Background: an optimization exercise with open tools, aiming at small area and a short achievable clock period. Do not read the settings as production practice.
Where RTL was checked, it was by simulation tests only, not by an equivalence proof against the original.
Power figures rest on the tool's default switching activity, not on a simulated workload.

## JK
// rdm630_core
module rdm630_core (
    input  wire         clk,
    input  wire         rst,         
    input  wire         rx_valid,
    input  wire [7:0]   rx_data,
    output wire         rx_ready,
    input  wire         eval,
    output wire         res_valid,
    output wire [1:0]   res,
    output wire         fvalid,
    output wire [111:0] frame,
    output wire         xst,
    output wire [39:0]  card,
    output wire [7:0]   csum,
    output wire [7:0]   p6
);
    localparam [7:0] START_B = 8'h02;
    localparam [7:0] END_B   = 8'h03;
    reg [4:0]   cursor;      
    reg         in_frame;
    reg         ok;          
    reg [111:0] sr;          
    reg [111:0] frame_q;     
    reg         fvalid_q;
    wire full = cursor[4];                   
    assign rx_ready = !full && !rst;
    wire fire     = rx_valid && rx_ready;
    wire mark, mark_n;
    rdm630_mark u_mark (
        .d      (rx_data[7:1]),
        .mark   (mark),
        .mark_n (mark_n)
    );
    wire is_start = mark && !rx_data[0];
    wire is_end   = mark &&  rx_data[0];
    wire is_hex   = ((rx_data >= 8'h30) && (rx_data <= 8'h39)) ||
                    ((rx_data >= 8'h41) && (rx_data <= 8'h46));
    wire st    = fire && is_start;               
    wire app   = fire && in_frame && !is_start;  
    wire c13 = (cursor == 5'd13);
    wire c14 = (cursor == 5'd14);
    wire c15 = (cursor >= 5'd15);
    wire [4:0] cursor_rx   = st ? 5'd1 : app ? cursor + 5'd1 : cursor;
    wire       in_frame_rx = st ? 1'b1 : (app && is_end) ? 1'b0 : in_frame;
    wire       ok_rx       = st ? 1'b1 :
                             app ? (ok && (c13 ? is_end : is_hex)) : ok;
    wire shift = fire && (in_frame || is_start);
    wire [111:0] sr_next = ({112{shift}}  & {sr[103:0], rx_data}) |
                           ({112{!shift}} & sr);
    wire do_eval = eval && !rst;
  ...
Size in the first run: about 550 cells after synthesis, about 190 I/O pins.
==> module rdm630_core, before the edit <==
module rdm630_core (
    input  wire         clk,
    input  wire         rst,         
    input  wire         rx_valid,
    input  wire [7:0]   rx_data,
    output wire         rx_ready,
    input  wire         eval,
    output wire         res_valid,
    output wire [1:0]   res,
    output wire         fvalid,
    output wire [111:0] frame,
    output wire         xst,
    output wire [39:0]  card,
    output wire [7:0]   csum,
    output wire [7:0]   p6
);
    localparam [7:0] START_B = 8'h02;
    localparam [7:0] END_B   = 8'h03;
    reg [4:0]   cursor;      
    reg         in_frame;
    reg         ok;          
    reg [111:0] sr;          
    reg [111:0] frame_q;     
    reg         fvalid_q;
    wire full = cursor[4];                   
    assign rx_ready = !full && !rst;
    wire fire     = rx_valid && rx_ready;
    wire mark, mark_n;
    rdm630_mark u_mark (
        .d      (rx_data[7:1]),
        .mark   (mark),
        .mark_n (mark_n)
    );
    wire is_start = mark && !rx_data[0];
    wire is_end   = mark &&  rx_data[0];
    wire is_hex   = ((rx_data >= 8'h30) && (rx_data <= 8'h39)) ||
                    ((rx_data >= 8'h41) && (rx_data <= 8'h46));
    wire st    = fire && is_start;               
    wire app   = fire && in_frame && !is_start;  
    wire c13 = (cursor == 5'd13);
    wire c14 = (cursor == 5'd14);
    wire c15 = (cursor >= 5'd15);
    wire [4:0] cursor_rx   = st ? 5'd1 : app ? cursor + 5'd1 : cursor;
    wire       in_frame_rx = st ? 1'b1 : (app && is_end) ? 1'b0 : in_frame;
    wire       ok_rx       = st ? 1'b1 :
                             app ? (ok && (c13 ? is_end : is_hex)) : ok;
    wire shift = fire && (in_frame || is_start);
    wire [111:0] sr_next = ({112{shift}}  & {sr[103:0], rx_data}) |
                           ({112{!shift}} & sr);
    wire do_eval = eval && !rst;
    wire apnd  = in_frame && !full;                  
    wire [1:0] r0 = c15 ? 2'd3 : c14 ? (ok ? 2'd1 : 2'd2) : 2'd0;
    wire [1:0] ra = (c14 || c15) ? 2'd3 : c13 ? 2'd2 : 2'd0;   
    wire [1:0] re = (c14 || c15) ? 2'd3 : c13 ? (ok ? 2'd1 : 2'd2) : 2'd0;
    wire [1:0] pn = apnd ? ra : r0;
    wire [1:0] pe = apnd ? re : r0;
    wire [1:0] ps = full ? r0 : 2'd0;
    assign res_valid = do_eval;
    rdm630_res u_res (
        .rx_valid (rx_valid),
        .mark     (mark),
        .mark_n   (mark_n),
        .d0       (rx_data[0]),
        .r0       (r0),
        .pn       (pn),
        .pe       (pe),
        .ps       (ps),
        .res      (res)
    );
    wire cap  = do_eval && (cursor_rx == 5'd14);
    wire over = do_eval && (cursor_rx >  5'd14);
    always @(posedge clk) begin
        if (rst) begin
            cursor   <= 5'd0;
            in_frame <= 1'b0;
            fvalid_q <= 1'b0;
            ok       <= 1'b0;
        end else begin
            in_frame <= in_frame_rx;
            if (cap || over) begin
                cursor   <= 5'd0;
                ok       <= 1'b0;
                fvalid_q <= cap && ok_rx;
            end else begin
                cursor   <= cursor_rx;
                ok       <= ok_rx;
            end
        end
    end
    always @(posedge clk) begin
        sr <= sr_next;
        if (cap)
            frame_q <= sr_next;
    end
    assign fvalid = fvalid_q;
    assign xst    = !fvalid_q;
    assign frame  = frame_q;
    rdm630_xtr u_xtr (
        .frame (frame_q),
        .card  (card),
        .csum  (csum),
        .p6    (p6)
    );
endmodule
Settings: LEC_CHECK=0, CAP_MARGIN=20, CORE_MARGIN=2, CORE_UTILIZATION=70, CTS_BUF_LIST=sky130_fd_sc_hd__clkbuf_16, CTS_CLUSTER_DIAMETER=80, CTS_CLUSTER_SIZE=30, PLACE_DENSITY=0.85, SETUP_SLACK_MARGIN=5, SLEW_MARGIN=20, SYNTH_HIERARCHICAL=1, SYNTH_MINIMUM_KEEP_SIZE=0; clock period 10.0 ns.
standard.sh (not shown) runs the stock make flow with config.mk's settings and CLKGATE_MAP_FILE= SYNTH_SCRIPT=/design/flow/synth_recipe.tcl, a recipe that flattens the netlist after the stock synthesis.
==> flow/flow/run.sh <==
#!/bin/bash
set -euo pipefail
bash standard.sh \
    "SYNTH_SCRIPT=$PWD/flow/my_synth.tcl" \
    "BUFFER_PORTS_ARGS=-buffer_cell sky130_fd_sc_hd__buf_1" \
    "PRE_IO_PLACEMENT_TCL=$PWD/flow/io.tcl" \
    SETUP_SLACK_MARGIN=5.35 \
    finish > flow_make.log 2>&1
Other scripts of this flow, unchanged in this note and not shown: flow/flow/hand_cells.v, flow/flow/io.tcl, flow/flow/my_synth.tcl
JK finished every step from synthesis to the final layout, and the layout passed the timing, DRC and antenna checks.
diff inputs: JK => MS
--- a/flow/design.v
+++ b/flow/design.v
@@ -15,15 +15,15 @@
     output wire [7:0]   p6
 );
     localparam [7:0] START_B = 8'h02;
     localparam [7:0] END_B   = 8'h03;
-    reg [4:0]   cursor;      
+    reg [4:0]   cpos;        
     reg         in_frame;
     reg         ok;          
     reg [111:0] sr;          
     reg [111:0] frame_q;     
     reg         fvalid_q;
-    wire full = cursor[4];                   
+    wire full = cpos[4] && cpos[1];          
     assign rx_ready = !full && !rst;
     wire fire     = rx_valid && rx_ready;
     wire mark, mark_n;
     rdm630_mark u_mark (
@@ -36,12 +36,12 @@
     wire is_hex   = ((rx_data >= 8'h30) && (rx_data <= 8'h39)) ||
                     ((rx_data >= 8'h41) && (rx_data <= 8'h46));
     wire st    = fire && is_start;               
     wire app   = fire && in_frame && !is_start;  
-    wire c13 = (cursor == 5'd13);
-    wire c14 = (cursor == 5'd14);
-    wire c15 = (cursor >= 5'd15);
-    wire [4:0] cursor_rx   = st ? 5'd1 : app ? cursor + 5'd1 : cursor;
+    wire c13 = (cpos == 5'd15);                          
+    wire c14 = cpos[4] && !cpos[1] && !cpos[0];          
+    wire c15 = cpos[4] && (cpos[1] || cpos[0]);          
+    wire [4:0] cpos_rx     = st ? 5'd3 : app ? cpos + 5'd1 : cpos;
     wire       in_frame_rx = st ? 1'b1 : (app && is_end) ? 1'b0 : in_frame;
     wire       ok_rx       = st ? 1'b1 :
                              app ? (ok && (c13 ? is_end : is_hex)) : ok;
     wire shift = fire && (in_frame || is_start);
@@ -66,24 +66,24 @@
         .pe       (pe),
         .ps       (ps),
         .res      (res)
     );
-    wire cap  = do_eval && (cursor_rx == 5'd14);
-    wire over = do_eval && (cursor_rx >  5'd14);
+    wire cap  = do_eval && !st && (app ? c13 : c14);
+    wire over = do_eval && !st && (app ? (c14 || c15) : c15);
     always @(posedge clk) begin
         if (rst) begin
-            cursor   <= 5'd0;
+            cpos     <= 5'd2;
             in_frame <= 1'b0;
             fvalid_q <= 1'b0;
             ok       <= 1'b0;
         end else begin
             in_frame <= in_frame_rx;
             if (cap || over) begin
-                cursor   <= 5'd0;
+                cpos     <= 5'd2;
                 ok       <= 1'b0;
                 fvalid_q <= cap && ok_rx;
             end else begin
-                cursor   <= cursor_rx;
+                cpos     <= cpos_rx;
                 ok       <= ok_rx;
             end
         end
     end
--- outcome ---
The final layout from MS, which completed every stage, passed the timing, DRC and antenna checks at the end of the flow. JK | stages: all done | timing, DRC, antenna: all pass. Going from JK to MS, data arrival at the endpoint of the critical path saw an increase; worst hold slack has remained practically unchanged; fraction of power spent switching nets went up 0.33 points; clock power share +2.5 points; pre-CTS worst setup slack went up. Delta (MS minus JK): share of power burned in combinational logic rose 0.2 points; placer congestion estimate now larger. [compare] base=JK new=MS: effective utilization at floorplan saw a decrease, layout buffer count excluding clock buffers shows an increase of 1. MS vs. JK: post-layout instance area barely changed; fmax barely changed; post-synth net total went down; final standard cell count with taps included and fillers excluded fell by 5; routed wire length went down.
The RTL of JK was laid out without a check of its function.

==> static timing again, ports no longer ideal <==
How much do the figures lean on ideal ports? The routed layouts below were timed once more, with nothing changed but the port constraints. Step 1 sets driving cells, clkbuf_16 on the clock port and buf_2 on the other inputs (assumed; they add their load-dependent delay and slew). Step 2 times the ports against the registers' clock, not the clock port: input delays grow and output delays shrink by t, the midpoint of the rising clock arrivals with the driver on. Slacks: ideal / step 1 / step 2; pairs: ideal / step 1.
run | t, ns | setup slack, ns | worst setup path at the end | latest minus earliest clock arrival (ns) | worst register clock-pin slew, ns
JK | 0.499 | 5.289 / 5.234 / 5.099 | input to register | 0.009 / 0.009 | 0.11 / 0.11
MS | 0.494 | 5.274 / 5.227 / 5.227 | input to output | 0.027 / 0.027 | 0.11 / 0.11
After both steps every run listed still meets setup and hold. For JK, which loses most, drivers alone change the setup slack by -0.055 ns; drivers and shift together by -0.190 ns.
